Context: an optimization exercise on an open-source flow, tuned for small area. The choices shown serve that exercise and are no tape-out recipe. Only simulation tests tie the RTL to the original design; equivalence was not proved. No activity file was given, so power comes from the tool's default toggle rates.

## design.v

```verilog
module jdo_range_mapper #(
    parameter [7:0] SPAN_NON = 8'd120,
    parameter [7:0] SPAN_INV = 8'd56
) (
    input  wire [11:0] raw,
    output wire [7:0]  coord_non,
    output wire [7:0]  coord_inv,
    output wire [15:0] duty
);
    localparam [19:0] ADC_MAX  = 20'd4095;
    localparam [11:0] CENTER   = 12'd2048;
    wire [19:0] prod_non = {8'd0, raw} * {12'd0, SPAN_NON};
    wire [11:0] raw_inv  = 12'd4095 - raw;
    wire [19:0] prod_inv = {8'd0, raw_inv} * {12'd0, SPAN_INV};
    wire [19:0] quot_non = prod_non / ADC_MAX;
    wire [19:0] quot_inv = prod_inv / ADC_MAX;
    assign coord_non = quot_non[7:0];
    assign coord_inv = quot_inv[7:0];
    wire [11:0] offset    = (raw >= CENTER) ? (raw - CENTER) : (CENTER - raw);
    wire [16:0] duty_full = {5'd0, offset} * 17'd32;
    assign duty = (duty_full > 17'd65535) ? 16'hFFFF : duty_full[15:0];
endmodule
module jdo (
    input  wire        clk,
    input  wire        rst,          
    input  wire [31:0] op,           
    input  wire [31:0] now,          
    output wire [15:0] pwm_out0,
    output wire [15:0] pwm_out1,
    output wire [16:0] disp_out,
    output wire        ind_out,
    output wire [31:0] result_out,
    output wire        fault_out
);
    localparam [31:0] DEBOUNCE_W = 32'd200000;
    localparam [3:0] OP_NOP    = 4'h0;
    localparam [3:0] OP_FALL   = 4'h1;
    localparam [3:0] OP_SVC    = 4'h2;
    localparam [3:0] OP_SAMPLE = 4'h3;
    localparam [3:0] OP_DUTY   = 4'h4;
    localparam [3:0] OP_ACT    = 4'h5;
    localparam [3:0] OP_COORD  = 4'h6;
    localparam [3:0] OP_RENDER = 4'h7;
    localparam [3:0] OP_SLEEP  = 4'h8;
    localparam [3:0] OP_MAPCN  = 4'h9;
    localparam [3:0] OP_MAPCI  = 4'hA;
    localparam [3:0] OP_MAPD   = 4'hB;
    localparam [3:0] OP_READ   = 4'hC;
    localparam [3:0] F_ILLEGAL_OP     = 4'd1;
    localparam [3:0] F_RESERVED_FIELD = 4'd2;
    localparam [3:0] F_SEQUENCE       = 4'd3;
    localparam [3:0] F_SPURIOUS_SVC   = 4'd4;
    localparam [3:0] F_BAD_REG        = 4'd5;
    reg [31:0] last_a, last_j;
    reg        mod_en, border, ind;
    reg        pend_a, pend_j;
    reg [11:0] rx, ry;
    reg [15:0] duty0, duty1;
    reg [15:0] pwm0, pwm1;
    reg [7:0]  c_inv, c_non;
    reg [16:0] disp;
    reg [2:0]  phase;
    reg        faulted;
    reg [3:0]  fault_code;
    reg [31:0] result;
    wire [3:0]  opc  = op[31:28];
    wire        src  = op[27];
    wire [11:0] xval = op[11:0];
    wire [11:0] yval = op[23:12];
    wire [3:0]  idx  = op[3:0];
    reg [31:0] reserved_mask;
    always @(*) begin
        case (opc)
            OP_FALL, OP_SVC:               reserved_mask = 32'h07FFFFFF;
            OP_SAMPLE:                     reserved_mask = 32'h0F000000;
            OP_MAPCN, OP_MAPCI, OP_MAPD:   reserved_mask = 32'h0FFFF000;
            OP_READ:                       reserved_mask = 32'h0FFFFFF0;
            default:                       reserved_mask = 32'h0FFFFFFF;
        endcase
    end
    wire illegal_op     = (opc >= 4'hD);
    wire reserved_field = !illegal_op && ((op & reserved_mask) != 32'd0);
    wire decoded        = !illegal_op && !reserved_field;
    wire [7:0]  x_non, x_inv, y_non, y_inv, raw_non, raw_inv;
    wire [15:0] x_duty, y_duty, raw_duty;
    jdo_range_mapper map_x   (.raw(rx),   .coord_non(x_non),   .coord_inv(x_inv),   .duty(x_duty));
    jdo_range_mapper map_y   (.raw(ry),   .coord_non(y_non),   .coord_inv(y_inv),   .duty(y_duty));
    jdo_range_mapper map_raw (.raw(xval), .coord_non(raw_non), .coord_inv(raw_inv), .duty(raw_duty));
    wire [31:0] delta_a  = now - last_a;
    wire [31:0] delta_j  = now - last_j;
    wire        accept_a = (delta_a > DEBOUNCE_W);
    wire        accept_j = (delta_j > DEBOUNCE_W);
    reg [31:0] read_word;
    always @(*) begin
        case (idx)
            4'd0:    read_word = {29'd0, ind, border, mod_en};
            4'd1:    read_word = last_a;
            4'd2:    read_word = last_j;
            4'd3:    read_word = {30'd0, pend_j, pend_a};
            4'd4:    read_word = {8'd0, ry, rx};
            4'd5:    read_word = {duty1, duty0};
            4'd6:    read_word = {pwm1, pwm0};
            4'd7:    read_word = {16'd0, c_inv, c_non};
            4'd8:    read_word = {15'd0, disp};
            4'd9:    read_word = {29'd0, phase};
            4'd10:   read_word = {24'd0, fault_code, 3'd0, faulted};
            default: read_word = 32'd0;
        endcase
    end
    reg        raise;
    reg [3:0]  raise_code;
    always @(*) begin
        raise      = 1'b0;
        raise_code = 4'd0;
        if (illegal_op) begin
            raise = 1'b1; raise_code = F_ILLEGAL_OP;
        end else if (reserved_field) begin
            raise = 1'b1; raise_code = F_RESERVED_FIELD;
        end else begin
            case (opc)
                OP_SVC: begin
                    if ((src == 1'b0 && !pend_a) || (src == 1'b1 && !pend_j)) begin
                        raise = 1'b1; raise_code = F_SPURIOUS_SVC;
                    end
                end
                OP_SAMPLE: if (phase != 3'd0) begin raise = 1'b1; raise_code = F_SEQUENCE; end
                OP_DUTY:   if (phase != 3'd1) begin raise = 1'b1; raise_code = F_SEQUENCE; end
                OP_ACT:    if (phase != 3'd2) begin raise = 1'b1; raise_code = F_SEQUENCE; end
                OP_COORD:  if (phase != 3'd3) begin raise = 1'b1; raise_code = F_SEQUENCE; end
                OP_RENDER: if (phase != 3'd4) begin raise = 1'b1; raise_code = F_SEQUENCE; end
                OP_SLEEP:  if (phase != 3'd5) begin raise = 1'b1; raise_code = F_SEQUENCE; end
                OP_READ:   if (idx >= 4'd11)  begin raise = 1'b1; raise_code = F_BAD_REG;  end
                default: ;
            endcase
        end
    end
    always @(posedge clk) begin
        if (rst) begin
            last_a     <= 32'd0;
            last_j     <= 32'd0;
            mod_en     <= 1'b1;
            border     <= 1'b0;
            ind        <= 1'b0;
            pend_a     <= 1'b0;
            pend_j     <= 1'b0;
            rx         <= 12'd0;
            ry         <= 12'd0;
            duty0      <= 16'd0;
            duty1      <= 16'd0;
            pwm0       <= 16'd0;
            pwm1       <= 16'd0;
            c_inv      <= 8'd0;
            c_non      <= 8'd0;
            disp       <= 17'd0;
            phase      <= 3'd0;
            faulted    <= 1'b0;
            fault_code <= 4'd0;
            result     <= 32'd0;
        end else if (raise) begin
            if (!faulted)
                fault_code <= raise_code;
            faulted <= 1'b1;
        end else if (decoded) begin
            case (opc)
                OP_FALL: begin
                    if (src == 1'b0) pend_a <= 1'b1;
                    else             pend_j <= 1'b1;
                end
                OP_SVC: begin
                    if (src == 1'b0) begin
                        pend_a <= 1'b0;
                        if (accept_a) begin
                            last_a <= now;
                            mod_en <= !mod_en;
                        end
                    end else begin
                        pend_j <= 1'b0;
                        if (accept_j) begin
                            last_j <= now;
                            ind    <= !ind;
                            border <= !border;
                        end
                    end
                end
                OP_SAMPLE: begin
                    rx    <= xval;
                    ry    <= yval;
                    phase <= 3'd1;
                end
                OP_DUTY: begin
                    duty0 <= mod_en ? x_duty : 16'd0;
                    duty1 <= mod_en ? y_duty : 16'd0;
                    phase <= 3'd2;
                end
                OP_ACT: begin
                    pwm0  <= duty0;
                    pwm1  <= duty1;
                    phase <= 3'd3;
                end
                OP_COORD: begin
                    c_inv <= x_inv;
                    c_non <= y_non;
                    phase <= 3'd4;
                end
                OP_RENDER: begin
                    disp  <= {border, c_inv, c_non};
                    phase <= 3'd5;
                end
                OP_SLEEP: begin
                    phase <= 3'd0;
                end
                OP_MAPCN: result <= {24'd0, raw_non};
                OP_MAPCI: result <= {24'd0, raw_inv};
                OP_MAPD:  result <= {16'd0, raw_duty};
                OP_READ:  result <= read_word;
                default: ;
            endcase
        end
    end
    assign pwm_out0   = pwm0;
    assign pwm_out1   = pwm1;
    assign disp_out   = disp;
    assign ind_out    = ind;
    assign result_out = result;
    assign fault_out  = faulted;
endmodule
```

## run.sh

```bash
#!/bin/bash
# synth_recipe.tcl (not shown) runs the flow's synth.tcl, then flattens the netlist and writes it again
# the make line also repeats each setting of config.mk as NAME=value (left out here)
make -C /OpenROAD-flow-scripts/flow DESIGN_CONFIG=/design/flow/config.mk WORK_HOME=/design/flow/orfs CLKGATE_MAP_FILE= SYNTH_SCRIPT=/design/flow/synth_recipe.tcl finish
```

## config.mk

```make
export PLATFORM = sky130hd
export DESIGN_NAME = jdo
export DESIGN_NICKNAME = jdo
export VERILOG_FILES = /design/flow/design.v
export SDC_FILE = /design/flow/constraint.sdc
export NUM_CORES = 4
export LEC_CHECK = 0
export CAP_MARGIN = 20
export CORE_MARGIN = 2
export CORE_UTILIZATION = 40
export SLEW_MARGIN = 20
```

## constraint.sdc

```tcl
create_clock -name core_clock -period 25.0 [get_ports {clk}]
set_input_delay 5.0000 -clock core_clock [delete_from_list [all_inputs] [get_ports {clk}]]
set_output_delay 5.0000 -clock core_clock [all_outputs]
set_load 0.01 [all_outputs]
```

==> results.txt <==
## cell usage after synthesis (all sizes together), types with 22 or more instances
cell	number
nand2	323
nor2	282
a21oi	230
dfxtp	211
inv	208
ha	172
clkbuf	114
o21ai	109
nor3	108
mux2i	83
xnor2	70
fa	60
nand3	55
a31oi	50
o211ai	47
a211oi	45
a22oi	42
xor2	36
o21a	33
nand2b	32
a21o	30
and2	30
and3	28
or3	28
a311oi	24
o31ai	23
nor2b	22
## flip-flops by register name, summed over array words and instances (netlist names), 7 cells and up
name and cells:
c_inv 7, disp 16, result 32, pwm1 12
last_j 32, duty1 12, rx 12, last_a 32
c_non 8, duty0 12, ry 12, pwm0 12
## cell type report
class / count / area (um2)
clock inverter: 12 / 126
inverter: 208 / 781
fill: 5420 / 29200
sequential: 211 / 4220
tap: 696 / 871
multi-input combinational: 2309 / 16100
clock buffer: 35 / 726
timing repair buffer: 171 / 1660
## metal layers
metal / GRT usage / vias up
li1: - / 10513
met1: 0.396 / 10473
met2: 0.393 / 863
met3: 0.0302 / 80
met4: 0.0483 / 0
met5: 0 / -
## path summary, 6_finish.rpt
| kind | endpoint | slack [ns] | cells past startpoint |
|---|---|---|---|
| max | result[0] | 10.17 | 33 |
| min reg2reg | pwm1[7] | 0.45 | 2 |
| min | pwm1[7] | 0.45 | 2 |
| max reg2reg | c_non[0] | 15.13 | 29 |
## logic make-up (layout without fill, tap and decap cells)
family                     after synthesis  after routing  synth area share
xor gates and xnor gates               106            106            0.0430
other                                    1              1          0.000174
adders and majority gates              232            232             0.155
DFF                                    211            211             0.196
buffers and inverters                  343            426            0.0620
muxes                                   91             91            0.0427
and+or+nand+nor                       1037           1037             0.231
AOI/OAI and AO/OA                      842            842             0.270
## placed cells by master, fill, tap and decap left out, types with 33 or more instances in the layout
cell type	Yosys	final
sky130_fd_sc_hd__fa_1	60	60
sky130_fd_sc_hd__nand3_1	54	54
sky130_fd_sc_hd__xor2_1	36	36
sky130_fd_sc_hd__o21a_1	33	33
sky130_fd_sc_hd__clkdlybuf4s50_1	0	146
sky130_fd_sc_hd__nor2_1	282	281
sky130_fd_sc_hd__nor3_1	107	106
sky130_fd_sc_hd__inv_1	208	208
sky130_fd_sc_hd__xnor2_1	70	70
sky130_fd_sc_hd__a211oi_1	37	37
sky130_fd_sc_hd__o21ai_0	99	99
sky130_fd_sc_hd__a22oi_1	40	40
sky130_fd_sc_hd__ha_1	172	172
sky130_fd_sc_hd__dfxtp_1	211	211
sky130_fd_sc_hd__nand2_1	323	323
sky130_fd_sc_hd__mux2i_1	83	83
sky130_fd_sc_hd__a21oi_1	228	228
sky130_fd_sc_hd__a31oi_1	49	49
sky130_fd_sc_hd__o211ai_1	46	46
## per-stage QoR
step	hold WS, ns	worst slack, ns	cell area, um2
global route	0.470	9.32	24400
finish	0.452	10.17	24400
floorplan	0.444	12.12	21600
global placement	0.455	10.19	23600
detailed placement	0.462	9.88	23600
CTS	0.457	10.40	24400
## worst register-to-register path: cells and delay by family (launching register included)
family,cells,cell delay (ns)
DFF,1,0.65
AOI/OAI and AO/OA,11,2.45
adders and majority gates,4,1.78
buffers and inverters,1,0.07
muxes,2,1.12
and+or+nand+nor,11,3.62
## power by group through the flow
| stage | combinational (W) | clock, W | sequential (W) |
|---|---|---|---|
| after floorplan | 0.000364 | 0 | 0.000344 |
| after global placement | 0.000490 | 0 | 0.000344 |
| after detailed placement | 0.000490 | 0 | 0.000344 |
| after CTS | 0.000493 | 0.000386 | 0.000337 |
| after global routing | 0.000554 | 0.000399 | 0.000337 |
| final | 0.000505 | 0.000381 | 0.000337 |
==> flow_metrics.env <==
export IMPL_dieWidth_um=236
export IMPL_ys_types=106
export IMPL_clock_tree_htree_level_count=1
export IMPL_cts_root_buf="sky130_fd_sc_hd__clkbuf_16"
export IMPL_yosys_warnings=1
export IMPL_number_of_global_route_vias_before_repair=20046
export IMPL_setup_worst_path_end_class="flip-flop"
export IMPL_period_minus_slack_ns=14.83
export IMPL_final_setup_viol_count=0
export IMPL_power_density_nw_per_um2=50.0
export IMPL_rsz0062_at_grt="no"
export IMPL_netlist_area_leader_share=0.196
export IMPL_grt_total_usage=0.260
export IMPL_most_area_hungry_cell_type_in_the_yosys_netlist="sky130_fd_sc_hd__dfxtp_1"
export IMPL_worst_path_dominant_cell_family="compound AO/OA/AOI/OAI gates"
export IMPL_initial_antenna_violation_count=0
export IMPL_max_slew_margin_rel=0.260
export IMPL_tritoncts="yes"
export IMPL_path_clk_slew_ns=0.06
export IMPL_seq_area_frac_synth=0.196
export IMPL_power_sequential_fraction=0.275
export IMPL_synth_ff_type="sky130_fd_sc_hd__dfxtp_1"
export IMPL_post_synth_cell_area_avg_um2=7.54
export IMPL_final_util=0.456
export IMPL_switching_share=0.396
export IMPL_cts_sinks=211
export IMPL_timing_final_hold_violations=0
export IMPL_status="no timing/DRC/antenna violations"
export IMPL_hold_class="reg -> reg"
export IMPL_synthToLayoutAreaGrowth_pct=13.3
export IMPL_r2r_start="ry[0]"
export IMPL_tightest_slew_ns=1.09
export IMPL_number_of_antenna_diodes=0
export IMPL_core_rowCount=85
export IMPL_top_signal_layer_used="met4"
export IMPL_viasPerCell=6.02
export IMPL_pin_count_of_the_biggest_net_entering_global_routing=118
export IMPL_synth_async_sr_flop_share=0
export IMPL_globalRoute_totalOverflow=0
export IMPL_crit_type="in -> reg"
export IMPL_critical_path_max_stage_delay_ns=0.80
export IMPL_syn_cell_area_um2=21600
export IMPL_postSynthNetCount=3161
export IMPL_power_ir_vdd_worst_mv=0.0443
export IMPL_power_leakage_nw=8.73
export IMPL_hold_path_startpoint="duty1[7]"
export IMPL_syn_instance_count=2863
export IMPL_comb_power_share=0.413
export IMPL_setup_tns_final_ns=0
export IMPL_drv_slew=0
export IMPL_via_count=21929
export IMPL_clkLatencyLatePin_ns=0.57
export IMPL_path_max_fanout=8
export IMPL_routed_wire_length_per_instance_um=20.5
export IMPL_postCtsSetupBuffers=0
export IMPL_first_pass_grt_wire_length_um=117000
export IMPL_drv_cap=0
export IMPL_met3_wirelength_um=5740
export IMPL_cts_resized=0
export IMPL_initial_core_util=0.403
export IMPL_gp_congestion=0.948
export IMPL_m1WireLength_um=36000
export IMPL_synth_top_cells_by_area="sky130_fd_sc_hd__dfxtp_1 (20%), sky130_fd_sc_hd__ha_1 (10%), sky130_fd_sc_hd__nand2_1 (5.6%), sky130_fd_sc_hd__fa_1 (5.6%), sky130_fd_sc_hd__a21oi_1 (5.3%)"
export IMPL_port_buffer_count=147
export IMPL_violation_count_after_the_first_detailed_routing_iteration=2265
export IMPL_total_switching_power_w=0.000484
export IMPL_postSynthRegisterBits=211
export IMPL_fmax_ghz=0.0674
export IMPL_first_pass_iters=7
export IMPL_critical_path_n_buffers_inverters=3
export IMPL_timing_critical_path_slowest_stage_cell="sky130_fd_sc_hd__clkdlybuf4s50_1"
export IMPL_finClkSkew_ns=0.0351
export IMPL_timing_critical_path_from="op[2]"
export IMPL_area_of_the_core_um2=53600
export IMPL_boundaryPins=149
export IMPL_fp_dieH_um=236
export IMPL_finalCritPeriodShare=0.593
export IMPL_placed_cells_incl_taps=3594
export IMPL_setup_worst_path_start_class="input pin"
export IMPL_cp_data_required_time_ns=25.44
export IMPL_detailed_placer_s_ending_hpwl_um=59000
export IMPL_post_route_cells_drive_above_1_share=0.0462
export IMPL_fp_dieArea_um2=55800
export IMPL_total_power_w=0.00122
export IMPL_arrival_time_at_the_worst_endpoint_ns=15.27
export IMPL_met2RoutedLength_um=31600
export IMPL_power_internal_w=0.000739
export IMPL_clock_power_share=0.312
export IMPL_drt_wl_total_um=74800
export IMPL_synth_enable_flop_cells=0
export IMPL_drcViolationCount=0
export IMPL_antenna_nets_post_route=0
export IMPL_cts_inserted_buffers=26
export IMPL_clk_path_buf_depth=3
export IMPL_post_layout_nonfiller_instances=3642
export IMPL_cts_hold_repair_buffers=0
export IMPL_nets=3225

==> what the ideal ports hide <==
In the flow no input, the clock included, has a driving cell. The finished layout below was timed again as built, in two steps. Step 1 assumes that a clkbuf_16 drives the clock port and a buf_2 every other input. Step 2 times the ports against the registers' clock, not the clock port: input delays grow and output delays shrink by t, the midpoint of the rising clock arrivals with the driver on. Slacks: no drivers / after step 1 / after step 2; pairs: no drivers / after step 1.
t (ns): 0.595
setup WS [ns]: 10.173 / 10.196 / 9.601
clock arrival spread, ns: 0.036 / 0.035
worst register clock-pin slew, ns: 0.07 / 0.07
After both steps setup and hold are still met in this run. For this run, drivers alone change the setup slack by +0.023 ns; drivers and shift together by -0.572 ns.
